From an optimization exercise on the open Yosys and OpenROAD flow, aimed at small area, a short achievable clock period and few clock cycles; shortcuts taken in it are not production practice. The RTL was checked by simulation tests, not by an equivalence proof against the original design. Power figures rest on the tool's default switching activity, not on a simulated workload.

==> build 61: inputs <==
==> flow/design.v <==
module vmstack_core (
    input  wire        clk,
    input  wire        rst,           
    input  wire        start,         
    input  wire [8:0]  img_len,       
    output wire        mem_req,
    output wire        mem_we,
    output wire [7:0]  mem_addr,
    output wire [31:0] mem_wdata,
    input  wire        mem_ack,
    input  wire [31:0] mem_rdata,
    output wire [1:0]  run,
    output wire [2:0]  fcause,
    output wire [8:0]  pc,
    output wire [8:0]  sp,
    output wire [31:0] result,
    output wire        result_valid,
    output reg         trace_valid,
    output reg  [8:0]  trace_pc,
    output reg  [2:0]  trace_op,
    output wire [31:0] trace_tos,
    output wire        trace_tos_valid
);
    localparam [8:0] ORIGIN = 9'd100;
    localparam [1:0] RUNNING = 2'd0, HALTED = 2'd1, FAULTED = 2'd2, NORUN = 2'd3;
    localparam [2:0] F_ILLEGAL   = 3'd1, F_UNDERFLOW = 3'd2, F_OVERFLOW = 3'd3,
                     F_DIVZERO   = 3'd4, F_RESERVED  = 3'd5, F_PCRANGE  = 3'd6;
    localparam [2:0] OP_HALT = 3'd0, OP_ADD = 3'd1, OP_SUB = 3'd2, OP_MUL = 3'd3,
                     OP_DIV  = 3'd4, OP_PUSH = 3'd5;
    reg [1:0]  run_r;
    reg [2:0]  fc_r;
    reg [8:0]  fpc;         
    reg [8:0]  lim;
    reg        more;        
    reg [6:0]  sp_r;
    reg        sp_emp;      
    reg [29:0] ir;          
    reg        irv;
    reg        k_push, k_halt, k_add, k_sub, k_mul, k_div, k_ill, k_res;
    reg        k_as, k_md;  
    reg [31:0] T, N, A;
    reg        nv, nd;
    reg        s_ex, s_mul, s_div, s_dneg, s_dfix;
    reg        d_first;
    reg [5:0]  cnt;
    reg        qneg;
    reg        stl;         
    reg        sf;          
    reg        fq;          
    wire running = (run_r == RUNNING);
    assign run          = run_r;
    assign fcause       = fc_r;
    assign pc           = fpc;
    assign sp           = {2'b00, sp_r};
    assign result       = T;
    assign result_valid = (run_r == HALTED) && !sp_emp;
    assign trace_tos    = T;
    assign trace_tos_valid = !sp_emp;
    assign mem_req   = sf || fq;
    assign mem_we    = sf && k_push;
    assign mem_addr  = sf ? {1'b0, sp_r} : fpc[7:0];
    assign mem_wdata = N;
    wire [1:0] rtag = mem_rdata[31:30];
    wire       rlow = (mem_rdata[29:3] == 27'd0);
    wire [2:0] rop  = mem_rdata[2:0];
    wire       r_op = (rtag == 2'b01) && rlow;
    wire ex_go = running && s_ex && irv && !stl;
    wire e_as  = s_ex && k_as;
    wire e_md  = s_ex && k_md;
    wire xs_N  = e_as;
    wire xs_R  = s_div;
    wire ys_T  = e_as || s_dfix;
    wire ys_N  = e_md || s_dneg || s_div;
    wire inv   = (s_ex && (k_sub || (k_div && N[31]))) || s_dneg || s_dfix || (s_div && !A[31]);
    wire [31:0] pp0  = {32{T[0]}} & N;
    wire [31:0] pp1  = {32{T[1]}} & {N[30:0], 1'b0};
    wire [31:0] cs_s = A ^ pp0 ^ pp1;
    wire [31:0] cs_c = (A & pp0) | (A & pp1) | (pp0 & pp1);
    wire [31:0] P = ({32{s_mul}} & cs_s) | ({32{xs_N}} & N) | ({32{xs_R}} & {A[30:0], T[31]});
    wire [31:0] Q = ({32{s_mul}} & {cs_c[30:0], 1'b0}) |
                    ((({32{ys_T}} & T) | ({32{ys_N}} & N)) ^ {32{inv}});
    wire [31:0] S = P + Q + {31'd0, inv};
    wire [7:0] gT, gN;
    genvar g;
    generate for (g = 0; g < 8; g = g + 1) begin : grp
        assign gT[g] = |T[4*g+3:4*g];
        assign gN[g] = |N[4*g+3:4*g];
    end endgenerate
    wire mul_swap = (gN < gT);
    wire mul_last = (T[31:2] == 30'd0);
    wire div_q0   = d_first && (T < N);
    wire div_skip = (cnt <= 6'd24) && (A[31:24] == 8'd0) && ({A[23:0], T[31:24]} < N);
    wire div_last = div_skip ? (cnt == 6'd24) : (cnt == 6'd31);
    wire t_zero   = (T == 32'd0);
    wire [8:0] fpc_inc = fpc + 9'd1;
    wire [8:0] fpc_dec = fpc - 9'd1;
    reg [1:0]  n_run;
    reg [2:0]  n_fc;
    reg [8:0]  n_fpc, n_lim;
    reg        n_more;
    reg [6:0]  n_sp;
    reg [29:0] n_ir;
    reg        n_irv;
    reg        n_push, n_halt, n_add, n_sub, n_mul, n_div, n_ill, n_res, n_as, n_md;
    reg [31:0] n_T, n_N, n_A;
    reg        n_nv, n_nd;
    reg        n_ex, n_smul, n_sdiv, n_sdneg, n_sdfix, n_dfirst;
    reg [5:0]  n_cnt;
    reg        n_qneg;
    reg        n_tv;
    reg [8:0]  n_tpc;
    reg [2:0]  n_top;
    reg        n_stl, n_sf, n_fq;
    reg        n_ret;       
    always @(*) begin
        n_run = run_r;  n_fc = fc_r;  n_fpc = fpc;  n_lim = lim;  n_more = more;
        n_sp = sp_r;    n_ir = ir;    n_irv = irv;
        n_push = k_push; n_halt = k_halt; n_add = k_add; n_sub = k_sub; n_mul = k_mul;
        n_div = k_div;  n_ill = k_ill; n_res = k_res; n_as = k_as; n_md = k_md;
        n_T = T;  n_N = N;  n_A = A;  n_nv = nv;  n_nd = nd;
        n_ex = s_ex; n_smul = s_mul; n_sdiv = s_div; n_sdneg = s_dneg; n_sdfix = s_dfix;
        n_dfirst = d_first; n_cnt = cnt; n_qneg = qneg;
        n_tv = 1'b0; n_tpc = trace_pc; n_top = trace_op;
        n_ret = 1'b0;
        if (!running) begin
            if (start) begin
                if (img_len > 9'd156) begin
                    n_run = NORUN;
                end else begin
                    n_run   = RUNNING;
                    n_fc    = 3'd0;
                    n_fpc   = ORIGIN;
                    n_lim   = ORIGIN + img_len;
                    n_more  = (img_len != 9'd0);
                    n_sp    = 7'd100;
                    n_irv   = 1'b0;
                    n_nv    = 1'b0;
                    n_nd    = 1'b0;
                    n_ex    = 1'b1;
                    n_smul  = 1'b0;
                    n_sdiv  = 1'b0;
                    n_sdneg = 1'b0;
                    n_sdfix = 1'b0;
                end
            end
        end else begin
            if (fq) begin
                n_ir   = mem_rdata[29:0];
                n_push = (rtag == 2'b00);
                n_res  = (rtag == 2'b10);
                n_ill  = rtag[0] && !(r_op && rop <= 3'd4);
                n_halt = r_op && rop == 3'd0;
                n_add  = r_op && rop == 3'd1;
                n_sub  = r_op && rop == 3'd2;
                n_mul  = r_op && rop == 3'd3;
                n_div  = r_op && rop == 3'd4;
                n_as   = r_op && (rop == 3'd1 || rop == 3'd2);
                n_md   = r_op && (rop == 3'd3 || rop == 3'd4);
                n_irv  = mem_ack;
                if (mem_ack) begin
                    n_fpc  = fpc_inc;
                    n_more = (fpc_inc != lim);
                end
            end else if (ex_go) begin
                n_irv = 1'b0;
            end
            if (sf) begin
                if (k_push) begin
                    if (mem_ack) n_nd = 1'b0;
                end else begin
                    n_N  = mem_rdata;
                    n_nv = mem_ack;
                    n_nd = 1'b0;
                end
            end
            if (s_ex) begin
                if (!irv) begin
                    if (!more) begin
                        n_run = FAULTED;
                        n_fc  = F_PCRANGE;
                    end
                end else if (!stl) begin
                    if (k_ill) begin
                        n_run = FAULTED; n_fc = F_ILLEGAL; n_fpc = fpc_dec;
                    end else if (k_res) begin
                        n_run = FAULTED; n_fc = F_RESERVED; n_fpc = fpc_dec;
                    end else if (k_push) begin
                        if (sp_r == 7'd0) begin
                            n_run = FAULTED; n_fc = F_OVERFLOW; n_fpc = fpc_dec;
                        end else begin
                            n_T  = {2'b00, ir};
                            n_N  = T;
                            n_nv = !sp_emp;
                            n_nd = 1'b1;
                            n_sp = sp_r - 7'd1;
                            n_tv = 1'b1;
                            n_tpc = fpc_dec;
                            n_top = OP_PUSH;
                        end
                    end else if (k_halt) begin
                        n_run = HALTED;
                        n_fpc = fpc;
                        n_tv  = 1'b1;
                        n_tpc = fpc_dec;
                        n_top = OP_HALT;
                    end else begin  
                        if (sp_r > 7'd98) begin
                            n_run = FAULTED; n_fc = F_UNDERFLOW; n_fpc = fpc_dec;
                        end else if (k_div && t_zero) begin
                            n_run = FAULTED; n_fc = F_DIVZERO; n_fpc = fpc_dec;
                        end else begin
                            n_tpc = fpc_dec;
                            if (k_as) begin
                                n_T = S;
                                n_ret = 1'b1;
                                n_top = k_add ? OP_ADD : OP_SUB;
                            end else if (k_mul) begin
                                if (mul_swap) begin
                                    n_T = S;     
                                    n_N = T;
                                end
                                n_A    = 32'd0;
                                n_ex   = 1'b0;
                                n_smul = 1'b1;
                                n_top  = OP_MUL;
                            end else begin       
                                n_T      = S;    
                                n_N      = T;
                                n_qneg   = N[31] ^ T[31];
                                n_A      = 32'd0;
                                n_cnt    = 6'd0;
                                n_dfirst = 1'b1;
                                n_ex     = 1'b0;
                                n_sdneg  = T[31];
                                n_sdiv   = !T[31];
                                n_top    = OP_DIV;
                            end
                        end
                    end
                end
            end
            if (s_mul) begin
                n_A = S;
                n_N = {N[29:0], 2'b00};
                if (mul_last) begin
                    n_T    = S;
                    n_ret = 1'b1;
                    n_smul = 1'b0;
                    n_ex   = 1'b1;
                end else begin
                    n_T = {2'b00, T[31:2]};
                end
            end
            if (s_dneg) begin
                n_N     = S;
                n_sdneg = 1'b0;
                n_sdiv  = 1'b1;
            end
            if (s_div) begin
                n_dfirst = 1'b0;
                if (div_q0) begin
                    n_T    = 32'd0;
                    n_ret = 1'b1;
                    n_sdiv = 1'b0;
                    n_ex   = 1'b1;
                end else begin
                    if (div_skip) begin
                        n_A   = {A[23:0], T[31:24]};
                        n_T   = {T[23:0], 8'd0};
                        n_cnt = cnt + 6'd8;
                    end else begin
                        n_A   = S;
                        n_T   = {T[30:0], !S[31]};
                        n_cnt = cnt + 6'd1;
                    end
                    if (div_last) begin
                        n_sdiv = 1'b0;
                        if (qneg) begin
                            n_sdfix = 1'b1;
                        end else begin
                            n_ret = 1'b1;
                            n_ex = 1'b1;
                        end
                    end
                end
            end
            if (s_dfix) begin
                n_T     = S;
                n_ret = 1'b1;
                n_sdfix = 1'b0;
                n_ex    = 1'b1;
            end
        end
        if (n_ret) begin
            n_nv = 1'b0;
            n_sp = sp_r + 7'd1;
            n_tv = 1'b1;
        end
        if (rst) begin
            n_run = NORUN;
            n_tv  = 1'b0;
        end
        n_stl = (n_push && n_nv && n_nd) || ((n_as || n_md) && !n_nv);
        n_sf  = (n_run == RUNNING) && n_ex && n_irv && n_stl;
        n_fq  = (n_run == RUNNING) && n_more && (!n_irv || (n_ex && !n_stl));
    end
    always @(posedge clk) begin
        run_r <= n_run;  fc_r <= n_fc;  fpc <= n_fpc;  lim <= n_lim;  more <= n_more;
        sp_r <= n_sp;    sp_emp <= (n_sp == 7'd100);
        ir <= n_ir;      irv <= n_irv;
        k_push <= n_push; k_halt <= n_halt; k_add <= n_add; k_sub <= n_sub;
        k_mul <= n_mul;  k_div <= n_div;  k_ill <= n_ill;  k_res <= n_res;
        k_as <= n_as;    k_md <= n_md;
        T <= n_T;  N <= n_N;  A <= n_A;  nv <= n_nv;  nd <= n_nd;
        s_ex <= n_ex;  s_mul <= n_smul;  s_div <= n_sdiv;  s_dneg <= n_sdneg;  s_dfix <= n_sdfix;
        d_first <= n_dfirst;  cnt <= n_cnt;  qneg <= n_qneg;
        trace_valid <= n_tv;  trace_pc <= n_tpc;  trace_op <= n_top;
        stl <= n_stl;  sf <= n_sf;  fq <= n_fq;
    end
endmodule
==> flow/run.sh <==
#!/bin/bash
# synth_recipe.tcl (not shown) runs the flow's synth.tcl, then flattens the netlist and writes it again
# the make line also repeats each setting of config.mk as NAME=value (left out here)
make -C /OpenROAD-flow-scripts/flow DESIGN_CONFIG=/design/flow/config.mk WORK_HOME=/design/flow/orfs CLKGATE_MAP_FILE= SYNTH_SCRIPT=/design/flow/synth_recipe.tcl finish
==> flow/config.mk <==
export PLATFORM = sky130hd
export DESIGN_NAME = vmstack_core
export DESIGN_NICKNAME = vmstack_core
export VERILOG_FILES = /design/flow/design.v
export SDC_FILE = /design/flow/constraint.sdc
export NUM_CORES = 4
export LEC_CHECK = 0
export CAP_MARGIN = 20
export CORE_MARGIN = 2
export CORE_UTILIZATION = 40
export SETUP_SLACK_MARGIN = 5
export SLEW_MARGIN = 20
==> flow/constraint.sdc <==
create_clock -name core_clock -period 10.0 [get_ports {clk}]
set_input_delay 2.0000 -clock core_clock [delete_from_list [all_inputs] [get_ports {clk}]]
set_output_delay 2.0000 -clock core_clock [all_outputs]
set_load 0.01 [all_outputs]
==> build 72 (differences from build 61) <==
--- a/flow/design.v
+++ b/flow/design.v
@@ -16,7 +16,7 @@
     output wire [31:0] result,
     output wire        result_valid,
     output reg         trace_valid,
-    output reg  [8:0]  trace_pc,
+    output wire [8:0]  trace_pc,
     output reg  [2:0]  trace_op,
     output wire [31:0] trace_tos,
     output wire        trace_tos_valid
@@ -41,7 +41,6 @@
     reg [31:0] T, N, A;
     reg        nv, nd;
     reg        s_ex, s_mul, s_div, s_dneg, s_dfix;
-    reg        d_first;
     reg [5:0]  cnt;
     reg        qneg;
     reg        stl;         
@@ -56,6 +55,7 @@
     assign result_valid = (run_r == HALTED) && !sp_emp;
     assign trace_tos    = T;
     assign trace_tos_valid = !sp_emp;
+    assign trace_pc     = fpc - 9'd1 - {8'd0, irv};
     assign mem_req   = sf || fq;
     assign mem_we    = sf && k_push;
     assign mem_addr  = sf ? {1'b0, sp_r} : fpc[7:0];
@@ -64,6 +64,8 @@
     wire       rlow = (mem_rdata[29:3] == 27'd0);
     wire [2:0] rop  = mem_rdata[2:0];
     wire       r_op = (rtag == 2'b01) && rlow;
+    wire       r_opx = (rtag == 2'b01);
+    wire       r_binx = r_opx && (rop != 3'd0) && (rop <= 3'd4);
     wire ex_go = running && s_ex && irv && !stl;
     wire e_as  = s_ex && k_as;
     wire e_md  = s_ex && k_md;
@@ -88,7 +90,7 @@
     end endgenerate
     wire mul_swap = (gN < gT);
     wire mul_last = (T[31:2] == 30'd0);
-    wire div_q0   = d_first && (T < N);
+    wire div_q0   = (cnt == 6'd0) && (T < N);    
     wire div_skip = (cnt <= 6'd24) && (A[31:24] == 8'd0) && ({A[23:0], T[31:24]} < N);
     wire div_last = div_skip ? (cnt == 6'd24) : (cnt == 6'd31);
     wire t_zero   = (T == 32'd0);
@@ -104,11 +106,10 @@
     reg        n_push, n_halt, n_add, n_sub, n_mul, n_div, n_ill, n_res, n_as, n_md;
     reg [31:0] n_T, n_N, n_A;
     reg        n_nv, n_nd;
-    reg        n_ex, n_smul, n_sdiv, n_sdneg, n_sdfix, n_dfirst;
+    reg        n_ex, n_smul, n_sdiv, n_sdneg, n_sdfix;
     reg [5:0]  n_cnt;
     reg        n_qneg;
     reg        n_tv;
-    reg [8:0]  n_tpc;
     reg [2:0]  n_top;
     reg        n_stl, n_sf, n_fq;
     reg        n_ret;       
@@ -119,8 +120,8 @@
         n_div = k_div;  n_ill = k_ill; n_res = k_res; n_as = k_as; n_md = k_md;
         n_T = T;  n_N = N;  n_A = A;  n_nv = nv;  n_nd = nd;
         n_ex = s_ex; n_smul = s_mul; n_sdiv = s_div; n_sdneg = s_dneg; n_sdfix = s_dfix;
-        n_dfirst = d_first; n_cnt = cnt; n_qneg = qneg;
-        n_tv = 1'b0; n_tpc = trace_pc; n_top = trace_op;
+        n_cnt = cnt; n_qneg = qneg;
+        n_tv = 1'b0; n_top = trace_op;
         n_ret = 1'b0;
         if (!running) begin
             if (start) begin
@@ -149,13 +150,13 @@
                 n_push = (rtag == 2'b00);
                 n_res  = (rtag == 2'b10);
                 n_ill  = rtag[0] && !(r_op && rop <= 3'd4);
-                n_halt = r_op && rop == 3'd0;
-                n_add  = r_op && rop == 3'd1;
-                n_sub  = r_op && rop == 3'd2;
-                n_mul  = r_op && rop == 3'd3;
-                n_div  = r_op && rop == 3'd4;
-                n_as   = r_op && (rop == 3'd1 || rop == 3'd2);
-                n_md   = r_op && (rop == 3'd3 || rop == 3'd4);
+                n_halt = r_opx && rop == 3'd0;
+                n_add  = r_opx && rop == 3'd1;
+                n_sub  = r_opx && rop == 3'd2;
+                n_mul  = r_opx && rop == 3'd3;
+                n_div  = r_opx && rop == 3'd4;
+                n_as   = r_opx && (rop == 3'd1 || rop == 3'd2);
+                n_md   = r_opx && (rop == 3'd3 || rop == 3'd4);
                 n_irv  = mem_ack;
                 if (mem_ack) begin
                     n_fpc  = fpc_inc;
@@ -194,14 +195,13 @@
                             n_nd = 1'b1;
                             n_sp = sp_r - 7'd1;
                             n_tv = 1'b1;
-                            n_tpc = fpc_dec;
                             n_top = OP_PUSH;
                         end
                     end else if (k_halt) begin
                         n_run = HALTED;
                         n_fpc = fpc;
+                        n_irv = 1'b0;
                         n_tv  = 1'b1;
-                        n_tpc = fpc_dec;
                         n_top = OP_HALT;
                     end else begin  
                         if (sp_r > 7'd98) begin
@@ -209,7 +209,6 @@
                         end else if (k_div && t_zero) begin
                             n_run = FAULTED; n_fc = F_DIVZERO; n_fpc = fpc_dec;
                         end else begin
-                            n_tpc = fpc_dec;
                             if (k_as) begin
                                 n_T = S;
                                 n_ret = 1'b1;
@@ -229,7 +228,6 @@
                                 n_qneg   = N[31] ^ T[31];
                                 n_A      = 32'd0;
                                 n_cnt    = 6'd0;
-                                n_dfirst = 1'b1;
                                 n_ex     = 1'b0;
                                 n_sdneg  = T[31];
                                 n_sdiv   = !T[31];
@@ -257,7 +255,6 @@
                 n_sdiv  = 1'b1;
             end
             if (s_div) begin
-                n_dfirst = 1'b0;
                 if (div_q0) begin
                     n_T    = 32'd0;
                     n_ret = 1'b1;
@@ -301,8 +298,16 @@
             n_tv  = 1'b0;
         end
         n_stl = (n_push && n_nv && n_nd) || ((n_as || n_md) && !n_nv);
-        n_sf  = (n_run == RUNNING) && n_ex && n_irv && n_stl;
-        n_fq  = (n_run == RUNNING) && n_more && (!n_irv || (n_ex && !n_stl));
+        if (rst) begin
+            n_sf = 1'b0;
+            n_fq = 1'b0;
+        end else if (running) begin
+            n_sf = (n_run == RUNNING) && n_ex && n_irv && n_stl;
+            n_fq = (n_run == RUNNING) && n_more && (!n_irv || (n_ex && !n_stl));
+        end else begin
+            n_sf = 1'b0;
+            n_fq = start && (img_len != 9'd0) && (img_len <= 9'd156);
+        end
     end
     always @(posedge clk) begin
         run_r <= n_run;  fc_r <= n_fc;  fpc <= n_fpc;  lim <= n_lim;  more <= n_more;
@@ -313,8 +318,8 @@
         k_as <= n_as;    k_md <= n_md;
         T <= n_T;  N <= n_N;  A <= n_A;  nv <= n_nv;  nd <= n_nd;
         s_ex <= n_ex;  s_mul <= n_smul;  s_div <= n_sdiv;  s_dneg <= n_sdneg;  s_dfix <= n_sdfix;
-        d_first <= n_dfirst;  cnt <= n_cnt;  qneg <= n_qneg;
-        trace_valid <= n_tv;  trace_pc <= n_tpc;  trace_op <= n_top;
+        cnt <= n_cnt;  qneg <= n_qneg;
+        trace_valid <= n_tv;  trace_op <= n_top;
         stl <= n_stl;  sf <= n_sf;  fq <= n_fq;
     end
 endmodule
==> metrics.csv <==
stage,metric,value,unit
outcome,status,finished clean,
setup_path,Levels on crit path,12,
logic_synthesis,syn_area_per_cell,8.80,sq um
setup_path,crit-path max cell delay,700,ps
cells_and_area,Non-clk invs,113,
power,switching pwr,0.570,mW
clock_network,clock slew at reported path FFs,80,ps
floorplan,Die X,211,um
setup_path,Slowest cell on crit path,a21oi_4,
clock_network,CTS resizes,7,
sta,Worst Slack Setup Final,5190,ps
routing,DRT Wirelength,67.4,mm
cells_and_area,Finished Layout Cells,2599,
power,Sw Ratio,28.8,%
grt,GR Util met3,5.73,%
cells_and_area,"commonest non-fill, non-tap cells in the layout","nand2_1 (188), clkdlybuf4s50_1 (186), edfxtp_1 (178)",
The numbers above come from build 61.

==> metrics.csv <==
stage,metric,value,unit
routing,DRT Wirelength,69.4,mm
logic_synthesis,XOR/XNOR Fraction of Synth Area,5.09,%
setup_path,crit-path max cell delay,560,ps
cells_and_area,Finished Layout Cells,2612,
grt,GR Util met3,5.11,%
clock_network,CTS resizes,14,
outcome,status,finished clean,
logic_synthesis,syn_area_per_cell,8.85,sq um
power,Reg power frac,46.0,%
setup_path,Slowest cell on crit path,clkdlybuf4s50_1,
cells_and_area,"commonest non-fill, non-tap cells in the layout","nand2_1 (201), clkdlybuf4s50_1 (184), edfxtp_1 (168)",
sta,Worst Slack Setup Final,5140,ps
sta,min Tclk post-route,4860,ps
power,Sw Ratio,30.7,%
clock_network,clock slew at reported path FFs,70,ps
cells_and_area,Non-clk invs,116,
The numbers above come from build 72.

Testbench counts of build 61, summed over its fixed seeds: cycles 54,286.
Testbench counts of build 72, summed over its fixed seeds: cycles 54,286.

## port drivers added, routing unchanged
Ports are ideal in the flow. The routed layouts listed here were re-timed in OpenROAD. Step 1 assumes that a clkbuf_16 drives the clock port and a buf_2 every other input. Step 2 times the ports against the registers' clock, not the clock port: input delays grow and output delays shrink by t, the midpoint of the rising clock arrivals with the driver on. Three values: no drivers, after step 1, after step 2; two values: the first two.
run | t, ns | slack for setup (ns) | hold slack, ns | worst setup path at the end | clock arrival spread, ns
build 61 | 0.518 | 5.191 / 5.191 / 4.847 | 0.485 / 0.485 / 0.485 | input to register | 0.016 / 0.016
build 72 | 0.528 | 5.137 / 5.080 / 4.804 | 0.495 / 0.495 / 0.495 | input to register | 0.021 / 0.021
After both steps setup and hold are still met in every run listed. For build 61, which loses most, drivers alone change the setup slack by 0.000 ns; drivers and shift together by -0.344 ns.
